What follows belongs to an exercise in optimizing a design on an open flow for small area, a short achievable clock period and few clock cycles; a production flow would make more cautious choices. In this exercise RTL edits were held to simulation tests only and were not proved equivalent to the original.

==> job 9201: inputs <==
## ecu_proto
module ecu_proto (
    input  wire         clk,
    input  wire         rst,
    input  wire [31:0]  now,         
    input  wire         op_valid,
    input  wire         op_proc,     
    input  wire         op_link,     
    input  wire [7:0]   op_byte,     
    output wire         op_ready,
    output reg          frm_valid,
    output reg          frm_link,
    output reg          frm_var,     
    output reg  [127:0] frm_data,    
    output reg          err_valid,
    output reg          err_link,
    output reg  [2:0]   err_kind,    
    output reg          tx_valid,
    output reg          tx_link,
    output reg  [7:0]   tx_byte,
    output wire [5:0]   st_cs,       
    output wire [3:0]   st_sel,      
    output wire [15:0]  st_len,      
    output wire [15:0]  st_dcc,      
    output wire [31:0]  st_pkt       
);
==> flow/config.mk <==
export PLATFORM = sky130hd
export DESIGN_NAME = ecu_proto
export DESIGN_NICKNAME = ecu_proto
export VERILOG_FILES = /design/flow/design.v
export SDC_FILE = /design/flow/constraint.sdc
export NUM_CORES = 4
export LEC_CHECK = 0
export CAP_MARGIN = 20
export CORE_MARGIN = 2
export CORE_UTILIZATION = 40
export SLEW_MARGIN = 20
==> flow/constraint.sdc <==
create_clock -name core_clock -period 12.0 [get_ports {clk}]
set_input_delay 2.4000 -clock core_clock [delete_from_list [all_inputs] [get_ports {clk}]]
set_output_delay 2.4000 -clock core_clock [all_outputs]
set_load 0.01 [all_outputs]
run.sh (not shown) runs the stock make flow with config.mk's settings and CLKGATE_MAP_FILE= SYNTH_SCRIPT=/design/flow/synth_recipe.tcl, a recipe that flattens the netlist after the stock synthesis.
==> job 1689 (differences from job 9201) <==
--- a/flow/design.v
+++ b/flow/design.v
@@ -1,14 +1,17 @@
 module ecu_classify (
     input  wire [127:0] win,       
     input  wire [7:0]   len,       
     output wire         hs_leg,    
     output wire         hs_mod,    
-    output wire         fr_leg,    
-    output wire         fr_mod,    
+    output wire         big,       
+    output wire         aa,        
+    output wire         b1_7,      
+    output wire         ck_leg,    
+    output wire         ck_mod,    
     output wire         pend_leg,  
     output wire         pend_mod   
 );
     localparam [127:0] HS_LEG = 128'h31_38_37_38_38_36_39_32_3D_53_53_41_50_2B_54_41;  
     localparam [79:0]  HS_MOD = 80'h4E_4F_49_53_52_45_56_2B_54_41;                    
     wire [7:0] b0 = win[7:0];
     wire [7:0] b1 = win[15:8];
@@ -17,36 +20,69 @@
     integer i;
     always @* begin
         for (i = 0; i < 16; i = i + 1)
             eq_leg[i] = (win[8*i +: 8] == HS_LEG[8*i +: 8]);
         for (i = 0; i < 10; i = i + 1)
             eq_mod[i] = (win[8*i +: 8] == HS_MOD[8*i +: 8]);
     end
-    wire        big  = (len[7:4] != 4'd0);   
+    assign      big  = (len[7:4] != 4'd0);
     wire [15:0] lt;
     genvar g;
     generate for (g = 0; g < 16; g = g + 1) begin : g_lt
         assign lt[g] = !big && (len[3:0] <= g);
     end endgenerate
     wire hs_leg_pre = &(eq_leg | lt);
     wire hs_mod_pre = &(eq_mod | lt[9:0]);
     wire len0  = (len == 8'd0);
     wire ge10  = big || (len[3:0] >= 4'd10);
     assign hs_leg = big && (&eq_leg);
     assign hs_mod = ge10 && (&eq_mod);
     wire hs_leg_pend = !len0 && !big && hs_leg_pre;
     wire hs_mod_pend = !len0 && !ge10 && hs_mod_pre;
+    wire [15:0] cs_s0 = {8'd0, win[0 +: 8]} ^ {8'd0, win[8 +: 8]} ^ {8'd0, win[16 +: 8]};
+    wire [15:0] cs_c0_m = ({8'd0, win[0 +: 8]} & {8'd0, win[8 +: 8]}) | ({8'd0, win[0 +: 8]} & {8'd0, win[16 +: 8]}) | ({8'd0, win[8 +: 8]} & {8'd0, win[16 +: 8]});
+    wire [15:0] cs_c0 = {cs_c0_m[14:0], 1'b0};
+    wire [15:0] cs_s1 = {8'd0, win[24 +: 8]} ^ {8'd0, win[32 +: 8]} ^ {8'd0, win[40 +: 8]};
+    wire [15:0] cs_c1_m = ({8'd0, win[24 +: 8]} & {8'd0, win[32 +: 8]}) | ({8'd0, win[24 +: 8]} & {8'd0, win[40 +: 8]}) | ({8'd0, win[32 +: 8]} & {8'd0, win[40 +: 8]});
+    wire [15:0] cs_c1 = {cs_c1_m[14:0], 1'b0};
+    wire [15:0] cs_s2 = {8'd0, win[48 +: 8]} ^ {8'd0, win[56 +: 8]} ^ {8'd0, win[64 +: 8]};
+    wire [15:0] cs_c2_m = ({8'd0, win[48 +: 8]} & {8'd0, win[56 +: 8]}) | ({8'd0, win[48 +: 8]} & {8'd0, win[64 +: 8]}) | ({8'd0, win[56 +: 8]} & {8'd0, win[64 +: 8]});
+    wire [15:0] cs_c2 = {cs_c2_m[14:0], 1'b0};
+    wire [15:0] cs_s3 = {8'd0, win[72 +: 8]} ^ {8'd0, win[80 +: 8]} ^ {8'd0, win[88 +: 8]};
+    wire [15:0] cs_c3_m = ({8'd0, win[72 +: 8]} & {8'd0, win[80 +: 8]}) | ({8'd0, win[72 +: 8]} & {8'd0, win[88 +: 8]}) | ({8'd0, win[80 +: 8]} & {8'd0, win[88 +: 8]});
+    wire [15:0] cs_c3 = {cs_c3_m[14:0], 1'b0};
+    wire [15:0] cs_s4 = cs_s0 ^ cs_c0 ^ cs_s1;
+    wire [15:0] cs_c4_m = (cs_s0 & cs_c0) | (cs_s0 & cs_s1) | (cs_c0 & cs_s1);
+    wire [15:0] cs_c4 = {cs_c4_m[14:0], 1'b0};
+    wire [15:0] cs_s5 = cs_c1 ^ cs_s2 ^ cs_c2;
+    wire [15:0] cs_c5_m = (cs_c1 & cs_s2) | (cs_c1 & cs_c2) | (cs_s2 & cs_c2);
+    wire [15:0] cs_c5 = {cs_c5_m[14:0], 1'b0};
+    wire [15:0] cs_s6 = cs_s3 ^ cs_c3 ^ {8'd0, win[96 +: 8]};
+    wire [15:0] cs_c6_m = (cs_s3 & cs_c3) | (cs_s3 & {8'd0, win[96 +: 8]}) | (cs_c3 & {8'd0, win[96 +: 8]});
+    wire [15:0] cs_c6 = {cs_c6_m[14:0], 1'b0};
+    wire [15:0] cs_s7 = cs_s4 ^ cs_c4 ^ cs_s5;
+    wire [15:0] cs_c7_m = (cs_s4 & cs_c4) | (cs_s4 & cs_s5) | (cs_c4 & cs_s5);
+    wire [15:0] cs_c7 = {cs_c7_m[14:0], 1'b0};
+    wire [15:0] cs_s8 = cs_c5 ^ cs_s6 ^ cs_c6;
+    wire [15:0] cs_c8_m = (cs_c5 & cs_s6) | (cs_c5 & cs_c6) | (cs_s6 & cs_c6);
+    wire [15:0] cs_c8 = {cs_c8_m[14:0], 1'b0};
+    wire [15:0] cs_s9 = cs_s7 ^ cs_c7 ^ cs_s8;
+    wire [15:0] cs_c9_m = (cs_s7 & cs_c7) | (cs_s7 & cs_s8) | (cs_c7 & cs_s8);
+    wire [15:0] cs_c9 = {cs_c9_m[14:0], 1'b0};
+    wire [15:0] cs_s10 = cs_s9 ^ cs_c9 ^ cs_c8;
+    wire [15:0] cs_c10_m = (cs_s9 & cs_c9) | (cs_s9 & cs_c8) | (cs_c9 & cs_c8);
+    wire [15:0] cs_c10 = {cs_c10_m[14:0], 1'b0};
+    wire [15:0] cs_s11 = cs_s10 ^ cs_c10 ^ {8'd0, win[104 +: 8]};
+    wire [15:0] cs_c11_m = (cs_s10 & cs_c10) | (cs_s10 & {8'd0, win[104 +: 8]}) | (cs_c10 & {8'd0, win[104 +: 8]});
+    wire [15:0] cs_c11 = {cs_c11_m[14:0], 1'b0};
+    wire [15:0] cs_a = cs_s11;
+    wire [15:0] cs_b = cs_c11;
     wire [15:0] tgt_leg = {win[119:112], win[127:120]};
-    reg  [15:0] sum_leg;
-    always @* begin
-        sum_leg = ~tgt_leg + 16'd1;
-        for (i = 0; i < 14; i = i + 1)
-            sum_leg = sum_leg + {8'd0, win[8*i +: 8]};
-    end
-    wire ck_leg = (sum_leg == 16'd0);
+    wire [15:0] ck_c = (cs_a & cs_b) | ((cs_a | cs_b) & ~tgt_leg);
+    assign ck_leg = ((cs_a ^ cs_b ^ tgt_leg) == {ck_c[14:0], 1'b0});
     localparam [111:0] M0  = 112'hfffbffe7ffaffe1ffbbfe67faafe;
     localparam [111:0] M1  = 112'h000c002800f002200cc02a80ff02;
     localparam [111:0] M2  = 112'h0018005001e0044019805501fe04;
     localparam [111:0] M3  = 112'h003000a003c008803300aa03fc08;
     localparam [111:0] M4  = 112'h006001400780110066015407f810;
     localparam [111:0] M5  = 112'h00c002800f002200cc02a80ff020;
     localparam [111:0] M6  = 112'h018005001e0044019805501fe040;
@@ -62,39 +98,39 @@
     localparam [15:0]  CRC0 = 16'h0397;
     wire [111:0] d = win[111:0];
     wire [15:0] crc_mod = CRC0 ^ {
         ^(d & M15), ^(d & M14), ^(d & M13), ^(d & M12),
         ^(d & M11), ^(d & M10), ^(d & M9),  ^(d & M8),
         ^(d & M7),  ^(d & M6),  ^(d & M5),  ^(d & M4),
         ^(d & M3),  ^(d & M2),  ^(d & M1),  ^(d & M0)};
-    wire ck_mod = (crc_mod == {win[127:120], win[119:112]});
-    wire aa = (b0 == 8'hAA);
-    assign fr_leg = big && aa && !b1[7] && ck_leg;
-    assign fr_mod = big && aa &&  b1[7] && ck_mod;
+    assign ck_mod = (crc_mod == {win[127:120], win[119:112]});
+    assign aa   = (b0 == 8'hAA);
+    assign b1_7 = b1[7];
     wire short1 = (len[7:1] == 7'd0);      
     wire fr_leg_pend = !len0 && !big && aa && (short1 || !b1[7]);
     wire fr_mod_pend = !len0 && !big && aa && (short1 ||  b1[7]);
     assign pend_leg = hs_leg_pend || fr_leg_pend;
     assign pend_mod = hs_mod_pend || fr_mod_pend;
 endmodule
 module ecu_linkbuf (
     input  wire         clk,
     input  wire         wr,
+    input  wire         wr0,
     input  wire [6:0]   wr_pos,
     input  wire [7:0]   wr_byte,
     input  wire         shift1,
     input  wire         shift16,
     output wire [127:0] win        
 );
     localparam CAP = 128;
     reg [8*CAP-1:0] data;
     integer i;
     always @(posedge clk) begin
         for (i = 0; i < CAP; i = i + 1) begin
-            if (wr && wr_pos == i)
+            if ((wr && wr_pos == i) || (wr0 && i == 0))
                 data[8*i +: 8] <= wr_byte;
             else if (shift16 && i < CAP - 16)
                 data[8*i +: 8] <= data[8*(i+16) +: 8];
             else if (shift1 && i < CAP - 1)
                 data[8*i +: 8] <= data[8*(i+1) +: 8];
         end
     end
@@ -109,14 +145,16 @@
     input  wire [7:0]   ing_byte,
     output wire         ovf,        
     input  wire         start,      
     input  wire         blk_frm,    
     input  wire         blk_err,    
     input  wire         blk_tx,     
     output wire         busy,
+    output wire         may_frm,    
+    output wire         may_err,    
     output reg          frm_go,
     output wire         frm_var,
     output wire [127:0] win,
     output reg          err_go,
     output reg  [2:0]   err_kind,
     output wire         tx_go,
     output reg  [7:0]   tx_byte,
@@ -145,18 +183,22 @@
     reg        started_disc;
     reg        discarded;
     reg        txm;            
     reg [1:0]  tx_lit;
     reg [3:0]  tx_idx;
     reg [3:0]  cons;           
     assign busy = act || txm || (cons != 4'd0);
-    wire hs_leg, hs_mod, fr_leg, fr_mod, pend_leg, pend_mod;
+    wire hs_leg, hs_mod, big, aa, b1_7, ck_leg, ck_mod, pend_leg, pend_mod;
     ecu_classify u_cls (.win(win), .len(blen),
-        .hs_leg(hs_leg), .hs_mod(hs_mod), .fr_leg(fr_leg), .fr_mod(fr_mod),
-        .pend_leg(pend_leg), .pend_mod(pend_mod));
+        .hs_leg(hs_leg), .hs_mod(hs_mod), .big(big), .aa(aa), .b1_7(b1_7),
+        .ck_leg(ck_leg), .ck_mod(ck_mod), .pend_leg(pend_leg), .pend_mod(pend_mod));
+    reg  ck_leg_q, ck_mod_q, ckv;
+    wire fr_leg  = big && aa && !b1_7 && ck_leg_q;
+    wire fr_mod  = big && aa &&  b1_7 && ck_mod_q;
+    wire wait_ck = big && aa && !ckv;
     wire any_match = hs_leg || hs_mod || fr_leg || fr_mod || pend_leg || pend_mod;
     wire bempty = (blen == 8'd0);
     wire lost_to   = (now_q - t_last  > T_UNACTIVE);
     wire idle_q    = (now_q - t_last  > T_IDLE);
     wire pair_to   = (now_q - t_entry > T_PAIR);
     wire stream_to = (now_q - t_entry >= T_STREAM);
     wire in_idle   = (len != 8'd0) && (now - t_last > T_IDLE);
@@ -272,20 +314,21 @@
                 end else begin
                     n_dcc = (n_dcc == 8'hFF) ? 8'hFF : n_dcc + 8'd1;
                     n_cs = CS_DISC; n_te = 1'b1; n_sel = 2'd0;
                 end
             end
         end
         if (a_err && blk_err) stall = 1'b1;
+        if (wait_ck) stall = 1'b1;
     end
     wire step = act && (cons == 4'd0) && !stall;
     wire do_sh1  = step ? sh1  : (cons != 4'd0);
     wire do_sh16 = step && sh16;
     wire pd = !act && cs == CS_DISC && dcc <= DISCONNECT_LIMIT && !bempty && !any_match
-              && (cons == 4'd0);
+              && !wait_ck && (cons == 4'd0);
     reg [7:0] lit_byte;
     reg [3:0] lit_last;
     always @* begin
         lit_byte = 8'h00;
         case (tx_lit)
             LIT_HSRSP_LEG: begin    
                 lit_last = 4'd13;
@@ -317,27 +360,37 @@
                 endcase
             end
         endcase
     end
     assign tx_go = txm && !blk_tx;
     always @* tx_byte = lit_byte;
     wire [7:0] blen_sh = blen - {7'd0, do_sh1 | pd} - {3'd0, do_sh16, 4'd0};
-    wire       wr      = ing && in_room;
-    wire [6:0] wr_pos  = in_idle ? 7'd0 : blen_sh[6:0];
+    wire       wr      = ing && !len[7];
+    wire       wr0     = ing && in_idle;
     ecu_linkbuf u_buf (
-        .clk(clk), .wr(wr), .wr_pos(wr_pos), .wr_byte(ing_byte),
+        .clk(clk), .wr(wr), .wr0(wr0), .wr_pos(blen_sh[6:0]), .wr_byte(ing_byte),
         .shift1(do_sh1 | pd), .shift16(do_sh16), .win(win)
     );
     assign frm_var = b_var;
+    assign may_frm = act && big && aa;
+    assign may_err = act && first && ((cs == CS_DISC && dcc > DISCONNECT_LIMIT) || cs == CS_PARSE
+                                      || cs > CS_ERR);
+    wire   front_chg = do_sh1 || do_sh16 || pd || (step && n_clear)
+                       || (ing && (in_idle || blen_sh < 8'd16));
     always @* begin
         frm_go   = step && frm_want;
         err_go   = act && (cons == 4'd0) && !stall && a_err;
         err_kind = a_kind;
     end
     always @(posedge clk) begin
+        ck_leg_q <= ck_leg;
+        ck_mod_q <= ck_mod;
+        ckv      <= !rst && !front_chg;
+    end
+    always @(posedge clk) begin
         if (rst) begin
             cs <= CS_DISC; sel <= 2'd0; dcc <= 8'd0; pkt <= 16'd0;
             t_last <= 32'd0; t_entry <= 32'd0;
             blen <= 8'd0; len <= 8'd0; pre <= 1'b0;
             act <= 1'b0; first <= 1'b0; started_disc <= 1'b0; discarded <= 1'b0;
             txm <= 1'b0; tx_lit <= 2'd0; tx_idx <= 4'd0; cons <= 4'd0;
         end else begin
@@ -427,32 +480,33 @@
     wire busy0, busy1;
     assign op_ready = !(busy0 || busy1);
     wire acc   = op_valid && op_ready;
     wire start = acc && op_proc;
     wire ing0  = acc && !op_proc && !op_link;
     wire ing1  = acc && !op_proc &&  op_link;
     wire         ovf0, ovf1;
+    wire         mf0, mf1, me0, me1;
     wire         fg0, fg1, fv0, fv1, eg0, eg1, tg0, tg1;
     wire [127:0] win0, win1;
     wire [2:0]   ek0, ek1;
     wire [7:0]   tb0, tb1;
     ecu_link u_l0 (
         .clk(clk), .rst(rst), .now(now), .now_q(now_q),
         .ing(ing0), .ing_byte(op_byte), .ovf(ovf0), .start(start),
         .blk_frm(1'b0), .blk_err(1'b0), .blk_tx(1'b0),
-        .busy(busy0), .frm_go(fg0), .frm_var(fv0), .win(win0),
+        .busy(busy0), .may_frm(mf0), .may_err(me0), .frm_go(fg0), .frm_var(fv0), .win(win0),
         .err_go(eg0), .err_kind(ek0), .tx_go(tg0), .tx_byte(tb0),
         .st_cs(st_cs[2:0]), .st_sel(st_sel[1:0]), .st_len(st_len[7:0]),
         .st_dcc(st_dcc[7:0]), .st_pkt(st_pkt[15:0])
     );
     ecu_link u_l1 (
         .clk(clk), .rst(rst), .now(now), .now_q(now_q),
         .ing(ing1), .ing_byte(op_byte), .ovf(ovf1), .start(start),
-        .blk_frm(fg0), .blk_err(eg0), .blk_tx(tg0),
-        .busy(busy1), .frm_go(fg1), .frm_var(fv1), .win(win1),
+        .blk_frm(mf0), .blk_err(me0), .blk_tx(tg0),
+        .busy(busy1), .may_frm(mf1), .may_err(me1), .frm_go(fg1), .frm_var(fv1), .win(win1),
         .err_go(eg1), .err_kind(ek1), .tx_go(tg1), .tx_byte(tb1),
         .st_cs(st_cs[5:3]), .st_sel(st_sel[3:2]), .st_len(st_len[15:8]),
         .st_dcc(st_dcc[15:8]), .st_pkt(st_pkt[31:16])
     );
     always @(posedge clk) begin
         if (start) now_q <= now;
         if (fg0 || fg1) begin
==> results_dict.tcl <==
set metrics [dict create \
    status "no timing/DRC/antenna violations" \
    rows 230 \
    slew_headroom_pct 24.4 \
    synth_area_sq_um 157000 \
    path_max_fanout 16 \
    synthesis.nets 16130 \
    gp_congestion 1.05 \
    timing.rr.end "u_l1.u_buf.data[935]$_DFFE_PP_" \
    synth_cell_types 121 \
    grt_use_met2_pct 45.9 \
    grt_max_degree 167 \
]
[end of results for job 1689]
==> results_dict.tcl <==
set metrics [dict create \
    cts_tree "built" \
    path_max_fanout 17 \
    rows 229 \
    fin_area_sq_um 174000 \
    wl_met2_um 274000 \
    gp_congestion 1.06 \
    status "no timing/DRC/antenna violations" \
    drv_slew 0 \
    synthesis.nets 17454 \
    synth_cell_types 108 \
    mostFrequentLayoutCells "nand2_1, edfxtp_1, nor2_1" \
    core_sq_um 389000 \
    synth_area_sq_um 156000 \
    grt_use_met2_pct 46.5 \
    fin_crit_ps 11620 \
    slew_headroom_pct 7.25 \
]
[end of results for job 9201]
Testbench counts of job 9201, summed over its fixed seeds: cycles 154,424.
Testbench counts of job 1689, summed over its fixed seeds: cycles 155,721.

## port drivers added, routing unchanged
The flow's constraints put no driver on any port. The routed layouts listed below were extracted and timed again, unchanged, in two steps. Step 1, drivers: a clkbuf_16 drives clk and a buf_2 each remaining input, both assumed. Step 2 times the ports against the registers' clock, not the clock port: input delays grow and output delays shrink by t, the midpoint of the rising clock arrivals with the driver on. Three values: no drivers, after step 1, after step 2; two values: the first two.
run | shift t [ns] | setup WS [ns] | worst setup path at the end | pins driven straight from the clock port
job 9201 | 1.028 | 0.384 / 0.384 / 0.384 | register to register | 1
job 1689 | 1.044 | 1.090 / 1.090 / 1.090 | register to register | 1
After both steps every run listed still meets setup and hold.
